Context: an optimization exercise on an open-source flow, tuned for small area, a short achievable clock period and few clock cycles. The choices shown serve that exercise and are no tape-out recipe.
Only simulation tests tie the RTL to the original design; equivalence was not proved.

<file path="design.v">
module mmrc_mix (
    input  wire        clk,
    input  wire        rst,           
    input  wire        cmd_valid,
    output wire        cmd_ready,
    input  wire [31:0] cmd_word,
    output reg         resp_valid,
    output reg  [31:0] resp_word
);
    localparam [15:0] PARAM_MAX = 16'd32767;
    localparam [15:0] ID_VAL    = 16'h4D4D;
    localparam [15:0] N_VAL     = 16'd4;
    localparam [15:0] B_VAL     = 16'd24;
    localparam [15:0] SCAN_VAL  = 16'd8;
    localparam [1:0] K_OFF = 2'd0, K_ENV = 2'd1, K_LFO = 2'd2;
    function [1:0] mod_kind(input [2:0] mode);
        case (mode)
            3'd0: mod_kind = K_OFF;
            3'd1: mod_kind = K_ENV;
            3'd2: mod_kind = K_ENV;
            3'd3: mod_kind = K_LFO;
            3'd4: mod_kind = K_LFO;
            3'd5: mod_kind = K_ENV;
            3'd6: mod_kind = K_LFO;
            default: mod_kind = K_OFF;
        endcase
    endfunction
    localparam [4:0] OP_NOP       = 5'h00;
    localparam [4:0] OP_ERR_READ  = 5'h06;
    localparam [4:0] OP_ERR_CLEAR = 5'h07;
    localparam [4:0] OP_CFG_WRITE = 5'h0C;
    localparam [4:0] OP_CFG_READ  = 5'h0D;
    localparam [4:0] OP_MIX_RATE  = 5'h18;
    localparam [4:0] OP_MIX_LEVEL = 5'h19;
    localparam [4:0] OP_MIX_COMB  = 5'h1A;
    localparam [4:0] OP_MIX_READ  = 5'h1B;
    localparam ERR_ILL = 0, ERR_OVR = 1, ERR_RNG = 2, ERR_UDR = 3, ERR_ROW = 4;
    reg  [3:0]  mod_ctrl   [0:1];    
    reg  [6:0]  mod_rate   [0:1];
    reg  [6:0]  mod_ratio  [0:1];
    reg  [15:0] depth_t    [0:1];
    reg  [15:0] depth_c    [0:1];
    reg  [15:0] depth_v    [0:1];
    reg  [15:0] depth_g    [0:1];
    reg  [15:0] xmod_depth;
    reg  [3:0]  route;
    reg  [15:0] base_t, base_c, base_g;
    reg  [6:0]  rate  [0:1];
    reg  [6:0]  atk   [0:1];
    reg  [6:0]  dec   [0:1];
    reg  [15:0] level [0:1];
    reg  [15:0] out_timbre, out_color, out_gain;
    reg  [31:0] out_vib;
    reg  [4:0]  err;
    wire        fire = cmd_valid & cmd_ready;
    wire [4:0]  op   = cmd_word[31:27];
    wire [10:0] A    = cmd_word[26:16];
    wire [15:0] D    = cmd_word[15:0];
    assign cmd_ready = 1'b1;
    reg         cfg_mapped, cfg_ro;
    reg  [15:0] cfg_rdata;    
    reg  [15:0] cfg_wmask;    
    reg         cfg_slot;
    always @* begin
        cfg_mapped = 1'b1;
        cfg_ro     = 1'b0;
        cfg_rdata  = 16'h0000;
        cfg_wmask  = 16'h0000;
        cfg_slot   = A[4];
        case (A)
            11'h000: begin cfg_ro = 1'b1; cfg_rdata = ID_VAL;   end
            11'h001: begin cfg_ro = 1'b1; cfg_rdata = N_VAL;    end
            11'h002: begin cfg_ro = 1'b1; cfg_rdata = B_VAL;    end
            11'h003: begin cfg_ro = 1'b1; cfg_rdata = SCAN_VAL; end
            11'h300, 11'h310: begin cfg_rdata = {12'h000, mod_ctrl[cfg_slot]};  cfg_wmask = 16'h000F; end
            11'h301, 11'h311: begin cfg_rdata = {9'h000, mod_rate[cfg_slot]};   cfg_wmask = 16'h007F; end
            11'h302, 11'h312: begin cfg_rdata = {9'h000, mod_ratio[cfg_slot]};  cfg_wmask = 16'h007F; end
            11'h303, 11'h313: begin cfg_rdata = depth_t[cfg_slot]; cfg_wmask = 16'hFFFF; end
            11'h304, 11'h314: begin cfg_rdata = depth_c[cfg_slot]; cfg_wmask = 16'hFFFF; end
            11'h305, 11'h315: begin cfg_rdata = depth_v[cfg_slot]; cfg_wmask = 16'hFFFF; end
            11'h306, 11'h316: begin cfg_rdata = depth_g[cfg_slot]; cfg_wmask = 16'hFFFF; end
            11'h320: begin cfg_rdata = xmod_depth;        cfg_wmask = 16'hFFFF; end
            11'h321: begin cfg_rdata = {12'h000, route};  cfg_wmask = 16'h000F; end
            11'h330: begin cfg_rdata = base_t;            cfg_wmask = 16'hFFFF; end
            11'h331: begin cfg_rdata = base_c;            cfg_wmask = 16'hFFFF; end
            11'h332: begin cfg_rdata = base_g;            cfg_wmask = 16'hFFFF; end
            default: cfg_mapped = 1'b0;
        endcase
    end
    wire [15:0] cfg_wdata = D & cfg_wmask;
    wire        rs = A[0];
    wire signed [32:0] xmod_prod = $signed({1'b0, level[0]}) * $signed(xmod_depth);
    wire signed [8:0]  xmod_term = xmod_prod[32:24];
    wire signed [17:0] rate_x = $signed({11'd0, mod_rate[rs]})
                              + ((route == {3'd0, rs} + 4'd1) ? {{2{D[15]}}, D} : 18'sd0)
                              + (rs ? {{9{xmod_term[8]}}, xmod_term} : 18'sd0);
    wire [6:0]  rate_cl  = (rate_x < 18'sd0)   ? 7'd0 :
                           (rate_x > 18'sd127) ? 7'd127 : rate_x[6:0];
    wire [1:0]  rs_kind  = mod_kind(mod_ctrl[rs][2:0]);
    wire [6:0]  rate_new = (rs_kind == K_LFO && mod_ctrl[rs][3]) ? (7'd127 - rate_cl) : rate_cl;
    wire [6:0]  q        = mod_ratio[rs];
    wire [15:0] atk_prod = {rate_new, 1'b0} * ({1'b0, q} + 8'd1);
    wire [15:0] dec_prod = {rate_new, 1'b0} * (8'd128 - {1'b0, q});
    wire [6:0]  atk_new  = atk_prod[14:8];
    wire [6:0]  dec_new  = dec_prod[14:8];
    wire signed [16:0] lvl0  = $signed({1'b0, level[0]});
    wire signed [16:0] lvl1  = $signed({1'b0, level[1]});
    wire signed [16:0] lvb0  = lvl0 - 17'sd32767;
    wire signed [16:0] lvb1  = lvl1 - 17'sd32767;
    wire signed [32:0] pt0 = lvl0 * $signed(depth_t[0]);
    wire signed [32:0] pc0 = lvl0 * $signed(depth_c[0]);
    wire signed [32:0] pg0 = lvl0 * $signed(depth_g[0]);
    wire signed [32:0] pv0 = lvb0 * $signed(depth_v[0]);
    wire signed [32:0] pt1 = lvl1 * $signed(depth_t[1]);
    wire signed [32:0] pc1 = lvl1 * $signed(depth_c[1]);
    wire signed [32:0] pg1 = lvl1 * $signed(depth_g[1]);
    wire signed [32:0] pv1 = lvb1 * $signed(depth_v[1]);
    wire signed [17:0] tt0 = pt0[32:15], tc0 = pc0[32:15], tg0 = pg0[32:15], tv0 = pv0[32:15];
    wire signed [17:0] tt1 = pt1[32:15], tc1 = pc1[32:15], tg1 = pg1[32:15], tv1 = pv1[32:15];
    wire act0 = (mod_kind(mod_ctrl[0][2:0]) != K_OFF);
    wire act1 = (mod_kind(mod_ctrl[1][2:0]) != K_OFF);
    wire sub0 = (mod_ctrl[0][2:0] == 3'd2);
    wire sub1 = (mod_ctrl[1][2:0] == 3'd2);
    wire signed [19:0] ct0 = !act0 ? 20'sd0 : sub0 ? -tt0 : tt0;
    wire signed [19:0] cc0 = !act0 ? 20'sd0 : sub0 ? -tc0 : tc0;
    wire signed [19:0] cg0 = !act0 ? 20'sd0 : sub0 ? -tg0 : tg0;
    wire signed [19:0] cv0 = !act0 ? 20'sd0 : sub0 ? -tv0 : tv0;
    wire signed [19:0] ct1 = !act1 ? 20'sd0 : sub1 ? -tt1 : tt1;
    wire signed [19:0] cc1 = !act1 ? 20'sd0 : sub1 ? -tc1 : tc1;
    wire signed [19:0] cg1 = !act1 ? 20'sd0 : sub1 ? -tg1 : tg1;
    wire signed [19:0] cv1 = !act1 ? 20'sd0 : sub1 ? -tv1 : tv1;
    wire signed [19:0] sum_t = $signed({4'd0, base_t}) + ct0 + ct1;
    wire signed [19:0] sum_c = $signed({4'd0, base_c}) + cc0 + cc1;
    wire signed [19:0] sum_g = $signed({4'd0, base_g}) + cg0 + cg1;
    wire signed [19:0] sum_v = cv0 + cv1;
    wire [15:0] timbre_new = (sum_t < 0) ? 16'd0 :
                             (sum_t > $signed({4'd0, PARAM_MAX})) ? PARAM_MAX : sum_t[15:0];
    wire [15:0] color_new  = (sum_c < 0) ? 16'd0 :
                             (sum_c > $signed({4'd0, PARAM_MAX})) ? PARAM_MAX : sum_c[15:0];
    wire [15:0] gain_new   = (sum_g < 0) ? 16'd0 :
                             (sum_g > 20'sd65535) ? 16'hFFFF : sum_g[15:0];
    wire [31:0] vib_new    = {{12{sum_v[19]}}, sum_v};
    reg  [31:0] resp;
    reg  [4:0]  err_set;
    always @* begin
        resp    = 32'h0000_0000;
        err_set = 5'b00000;
        case (op)
            OP_NOP: resp = 32'h0;
            OP_ERR_READ: resp = {27'h0, err};
            OP_ERR_CLEAR: resp = {27'h0, err & ~D[4:0]};
            OP_CFG_READ: begin
                if (!cfg_mapped) begin
                    err_set[ERR_RNG] = 1'b1; resp = 32'h8000_0000;
                end else
                    resp = {16'h0, cfg_rdata};
            end
            OP_CFG_WRITE: begin
                if (!cfg_mapped) begin
                    err_set[ERR_RNG] = 1'b1; resp = 32'h8000_0000;
                end else if (cfg_ro) begin
                    err_set[ERR_ROW] = 1'b1; resp = 32'h8000_0000;
                end else
                    resp = {16'h0, cfg_wdata};
            end
            OP_MIX_RATE: begin
                if (A >= 11'd2) begin
                    err_set[ERR_RNG] = 1'b1; resp = 32'h8000_0000;
                end else
                    resp = {6'h0, rs_kind, 1'b0, dec_new, 1'b0, atk_new, 1'b0, rate_new};
            end
            OP_MIX_LEVEL: begin
                if (A >= 11'd2) begin
                    err_set[ERR_RNG] = 1'b1; resp = 32'h8000_0000;
                end else
                    resp = 32'h0;
            end
            OP_MIX_COMB: resp = {16'h0, gain_new};
            OP_MIX_READ: begin
                case (A)
                    11'd0: resp = {16'h0, out_timbre};
                    11'd1: resp = {16'h0, out_color};
                    11'd2: resp = {16'h0, out_gain};
                    11'd3: resp = {16'h0, out_vib[15:0]};
                    11'd4: resp = {16'h0, out_vib[31:16]};
                    11'd5: resp = {9'h0, dec[0], 1'b0, atk[0], 1'b0, rate[0]};
                    11'd6: resp = {9'h0, dec[1], 1'b0, atk[1], 1'b0, rate[1]};
                    11'd7: resp = {16'h0, level[0]};
                    11'd8: resp = {16'h0, level[1]};
                    default: begin
                        err_set[ERR_RNG] = 1'b1; resp = 32'h8000_0000;
                    end
                endcase
            end
            default: begin
                err_set[ERR_ILL] = 1'b1; resp = 32'h8000_0000;
            end
        endcase
    end
    integer k;
    always @(posedge clk) begin
        if (rst) begin
            for (k = 0; k < 2; k = k + 1) begin
                mod_ctrl[k]  <= 4'd0;
                mod_rate[k]  <= 7'd0;
                mod_ratio[k] <= 7'd0;
                depth_t[k]   <= 16'd0;
                depth_c[k]   <= 16'd0;
                depth_v[k]   <= 16'd0;
                depth_g[k]   <= 16'd0;
                rate[k]      <= 7'd0;
                atk[k]       <= 7'd0;
                dec[k]       <= 7'd0;
                level[k]     <= 16'd0;
            end
            xmod_depth <= 16'd0;
            route      <= 4'd0;
            base_t     <= 16'd0;
            base_c     <= 16'd0;
            base_g     <= 16'd0;
            out_timbre <= 16'd0;
            out_color  <= 16'd0;
            out_gain   <= 16'd0;
            out_vib    <= 32'd0;
            err        <= 5'd0;
            resp_valid <= 1'b0;
            resp_word  <= 32'd0;
        end else begin
            resp_valid <= fire;
            if (fire) begin
                resp_word <= resp;
                if (op == OP_ERR_CLEAR)
                    err <= err & ~D[4:0];
                else
                    err <= err | err_set;
                if (op == OP_CFG_WRITE && cfg_mapped && !cfg_ro) begin
                    case (A)
                        11'h300, 11'h310: mod_ctrl[cfg_slot]  <= cfg_wdata[3:0];
                        11'h301, 11'h311: mod_rate[cfg_slot]  <= cfg_wdata[6:0];
                        11'h302, 11'h312: mod_ratio[cfg_slot] <= cfg_wdata[6:0];
                        11'h303, 11'h313: depth_t[cfg_slot]   <= cfg_wdata;
                        11'h304, 11'h314: depth_c[cfg_slot]   <= cfg_wdata;
                        11'h305, 11'h315: depth_v[cfg_slot]   <= cfg_wdata;
                        11'h306, 11'h316: depth_g[cfg_slot]   <= cfg_wdata;
                        11'h320: xmod_depth <= cfg_wdata;
                        11'h321: route      <= cfg_wdata[3:0];
                        11'h330: base_t     <= cfg_wdata;
                        11'h331: base_c     <= cfg_wdata;
                        11'h332: base_g     <= cfg_wdata;
                        default: ;
                    endcase
                end
                if (op == OP_MIX_RATE && A < 11'd2) begin
                    rate[rs] <= rate_new;
                    atk[rs]  <= atk_new;
                    dec[rs]  <= dec_new;
                end
                if (op == OP_MIX_LEVEL && A < 11'd2)
                    level[rs] <= D;
                if (op == OP_MIX_COMB) begin
                    out_timbre <= timbre_new;
                    out_color  <= color_new;
                    out_gain   <= gain_new;
                    out_vib    <= vib_new;
                end
            end
        end
    end
endmodule
</file>
<file path="run.sh">
#!/bin/bash
# synth_recipe.tcl (not shown) runs the flow's synth.tcl, then flattens the netlist and writes it again
# the make line also repeats each setting of config.mk as NAME=value (left out here)
make -C /OpenROAD-flow-scripts/flow DESIGN_CONFIG=/design/flow/config.mk WORK_HOME=/design/flow/orfs CLKGATE_MAP_FILE= SYNTH_SCRIPT=/design/flow/synth_recipe.tcl finish
</file>
<file path="config.mk">
export PLATFORM = sky130hd
export DESIGN_NAME = mmrc_mix
export DESIGN_NICKNAME = mmrc_mix
export VERILOG_FILES = /design/flow/design.v
export SDC_FILE = /design/flow/constraint.sdc
export NUM_CORES = 4
export LEC_CHECK = 0
export CAP_MARGIN = 20
export CORE_MARGIN = 2
export CORE_UTILIZATION = 40
export SLEW_MARGIN = 20
</file>
<file path="constraint.sdc">
create_clock -name core_clock -period 16.0 [get_ports {clk}]
set_input_delay 3.2000 -clock core_clock [delete_from_list [all_inputs] [get_ports {clk}]]
set_output_delay 3.2000 -clock core_clock [all_outputs]
set_load 0.01 [all_outputs]
</file>
==> summary.txt <==
==> cell type report <==
type / instances / area, um2 / share of cell area
timing repair buffer: 337 / 2690 / 0.0228
clock buffer: 64 / 1300 / 0.0110
inverter: 2412 / 9050 / 0.0767
tap: 3705 / 4640 / 0.0393
antenna: 11 / 27.5 / 0.000233
clock inverter: 25 / 367 / 0.00311
multi-input combinational: 9394 / 89400 / 0.758
sequential: 406 / 10500 / 0.0891
==> layer usage <==
metal	routed length, um	track usage
met3	33200	0.0496
met4	19200	0.109
met5	139	0.00354
met2	164000	0.410
met1	156000	0.362
==> registers in the layout, summed over array words and instances (netlist names), 20 cells and up <==
| name | flops |
|---|---|
| depth_v | 32 |
| depth_t | 32 |
| depth_g | 32 |
| resp_word | 26 |
| level | 32 |
| out_vib | 20 |
| depth_c | 32 |
==> metrics by stage <==
stage | worst slack (ps)
floorplan | 1960
global route | 37.7
global placement | 945
detailed placement | 868
finish | 959
CTS | 771
==> final timing paths <==
path | start | end | slack [ps] | cells after the start
worst min register to register | err[1]$_SDFFE_PP0P_ | err[1]$_SDFFE_PP0P_ | 430 | 2
worst min-delay path | err[1]$_SDFFE_PP0P_ | err[1]$_SDFFE_PP0P_ | 430 | 2
worst max-delay path | level[0][8]$_SDFFCE_PN0P_ | resp_word[21]$_SDFFE_PP0P_ | 960 | 48
worst max register to register | level[0][8]$_SDFFCE_PN0P_ | resp_word[21]$_SDFFE_PP0P_ | 960 | 48
==> placed cells by master (no fill, tap or decap), drive strengths merged, types with 47 or more instances in the layout <==
master / Yosys / layout
inv: 2410 / 2413
ha: 1172 / 1172
a21o: 107 / 107
a222oi: 47 / 47
o21ai: 215 / 215
a211oi: 51 / 51
fa: 2015 / 2015
and2: 889 / 889
or2: 82 / 82
clkdlybuf4s50: 0 / 58
a21oi: 396 / 396
edfxtp: 238 / 238
nor3: 111 / 111
clkbuf: 653 / 64
nand3: 130 / 130
nor2b: 74 / 74
a31oi: 68 / 68
nand4: 50 / 50
dfxtp: 168 / 168
xnor2: 263 / 263
nand2b: 166 / 166
mux2i: 55 / 55
nand2: 1725 / 1725
xor2: 143 / 143
buf: 53 / 279
nor2: 886 / 886
and3: 60 / 60
==> kinds of logic after synthesis <==
family,synth area share
adders and majority gates,0.493
buffers and inverters,0.106
xor gates and xnor gates,0.0322
AOI/OAI and AO/OA,0.0828
muxes,0.00776
other,0.0000673
and+or+nand+nor,0.184
DFF,0.0942
==> tightest hold or removal path, delay by kind of cell, from the launching register on <==
kind                   cells  cell delay [ps]
AOI/OAI and AO/OA          1               30
DFF                        1              310
buffers and inverters      1               50
==> impl_metrics.env <==
export IMPL_status="complete, no violations"
export IMPL_synth_top_cell_by_area="sky130_fd_sc_hd__fa_1"
export IMPL_max_freq_mhz=66.5
export IMPL_post_layout_nonfiller_instances=16400
export IMPL_min_period_over_period=0.940
export IMPL_tns_ps=0
export IMPL_grt_overflow_total=0
export IMPL_wire_per_inst_um=22.8
export IMPL_synth_sequential_area_ratio=0.0942
export IMPL_arrival_ps=15540
export IMPL_floorplan_die_area_um2=283000
export IMPL_setup_worst_path_end_class="flop"
export IMPL_cts_made_buffers=48
export IMPL_drc=0
export IMPL_clock_skew_final_ps=53.8
export IMPL_timing_final_hold_violations=0
export IMPL_fp_row_count=193
export IMPL_timing_critical_path_mode_cell="sky130_fd_sc_hd__fa_1"
export IMPL_grt_first_pass_wirelength_um=572000
export IMPL_crit_family="adder cells"
export IMPL_portBuffers=61
export IMPL_synth_commonest_cells="2,410 x sky130_fd_sc_hd__inv_1, 2,015 x sky130_fd_sc_hd__fa_1, 1,725 x sky130_fd_sc_hd__nand2_1"
export IMPL_ys_dominant_reg_cell="sky130_fd_sc_hd__edfxtp_1"
export IMPL_area_overhead_of_the_layout_relative_to_synthesis_pct=5.80
export IMPL_wl_um=373000
export IMPL_layout_drive_gt1_share=0.0415
export IMPL_slew_limit_headroom=0.155
export IMPL_critical_path_max_stage_delay_ps=740
export IMPL_post_synthesis_sequential_element_count=406
export IMPL_max_clock_path_buffers=3
export IMPL_post_cts_resize_count=0
export IMPL_worst_tran_pin_value_ps=1270
export IMPL_rsz0062_at_grt="no"
export IMPL_slew_viol_final=0
export IMPL_report_final_setup_viol=0
export IMPL_synth_async_sr_flop_share=0
export IMPL_insertion_delay_to_the_later_sink_of_the_worst_skew_pair_ps=650
export IMPL_clock_transition_at_path_regs_ps=70
export IMPL_clock_sinks=406
export IMPL_cts_hold_fix_buffers=0
export IMPL_synth_top_cells_by_area="sky130_fd_sc_hd__fa_1 36%, sky130_fd_sc_hd__ha_1 13%, sky130_fd_sc_hd__inv_1 8.1%, sky130_fd_sc_hd__edfxtp_1 6.4%, sky130_fd_sc_hd__nand2_1 5.8%"
export IMPL_drtPass1Iterations=11
export IMPL_critPathKind="flop to flop"
export IMPL_number_of_fill_cells_in_the_layout=27800
export IMPL_post_cts_buffers=0
export IMPL_cts_tree="yes"
export IMPL_hold_class="flop to flop"
export IMPL_start_kind="flop"
export IMPL_final_area_um2=118000
export IMPL_timing_hold_ws_ps=433
export IMPL_globalplace_congestion=1.03
export IMPL_placed_insts=16300
export IMPL_synth_most_common_cell="sky130_fd_sc_hd__inv_1"
export IMPL_detailedRoute_firstIterationViolations=8522
export IMPL_detailroute_via_count=89200
export IMPL_synth_top_cell_area_share=0.362
export IMPL_finish_net_count=15800
export IMPL_crit_path_top_delay_cell="sky130_fd_sc_hd__xnor2_1"
export IMPL_cts_htree_levels=2
export IMPL_finalWorstPathRequiredPeriod_ps=15040
export IMPL_synth_warnings=1
export IMPL_pin_count_of_the_biggest_net_entering_global_routing=65
export IMPL_floorplan_initialDensity=0.403
export IMPL_post_synth_cell_area_avg_um2=8.64
export IMPL_core_region_area_um2=277000
export IMPL_io_pins=69
export IMPL_globalRouteTotalUtil=0.264
export IMPL_number_of_distinct_library_cell_variants_in_the_gate_level_netlist_after_synthesis=106
export IMPL_via_per_inst=5.45
export IMPL_initial_antenna_violation_count=20
export IMPL_post_drt_antenna_nets=0
export IMPL_vias_in_the_first_global_route=90300
export IMPL_worst_endpoint_required_ps=16500
export IMPL_die_width_um=532
export IMPL_cp_buffers_inverters=8
export IMPL_synth_edf_count=238
export IMPL_fp_dieH_um=532
export IMPL_cts_root_buf="sky130_fd_sc_hd__clkbuf_16"
export IMPL_postLayoutCoreUtil=0.426
export IMPL_synth_cell_area_um2=112000
export IMPL_detailedPlacementHpwl_um=292000
export IMPL_worst_path_max_fanout=42
export IMPL_synthCells=12900
export IMPL_placedInstanceArea_um2=116000
export IMPL_max_cap_viol_count=0
Testbench counts, summed over its fixed seeds: cycles 18,407.

## separate check: timing with driven ports
The results above use ideal ports. As a check the final layout listed here was re-extracted and re-timed, cells and wires unchanged.
Step 1 sets driving cells, clkbuf_16 on the clock port and buf_2 on the other inputs (assumed; they add their load-dependent delay and slew).
Step 2 times the ports against the registers' clock, not the clock port: input delays grow and output delays shrink by t, the midpoint of the rising clock arrivals with the driver on.
Three values: ideal, step 1, step 2; two values: the first two.
t (ns): 0.695
slack for setup (ns): 0.959 / 0.959 / 0.959
worst register clock-pin slew, ns: 0.07 / 0.07
After both steps this run still meets setup and hold. The setup slack of this run moves by 0.000 ns with the drivers and by 0.000 ns with both steps.
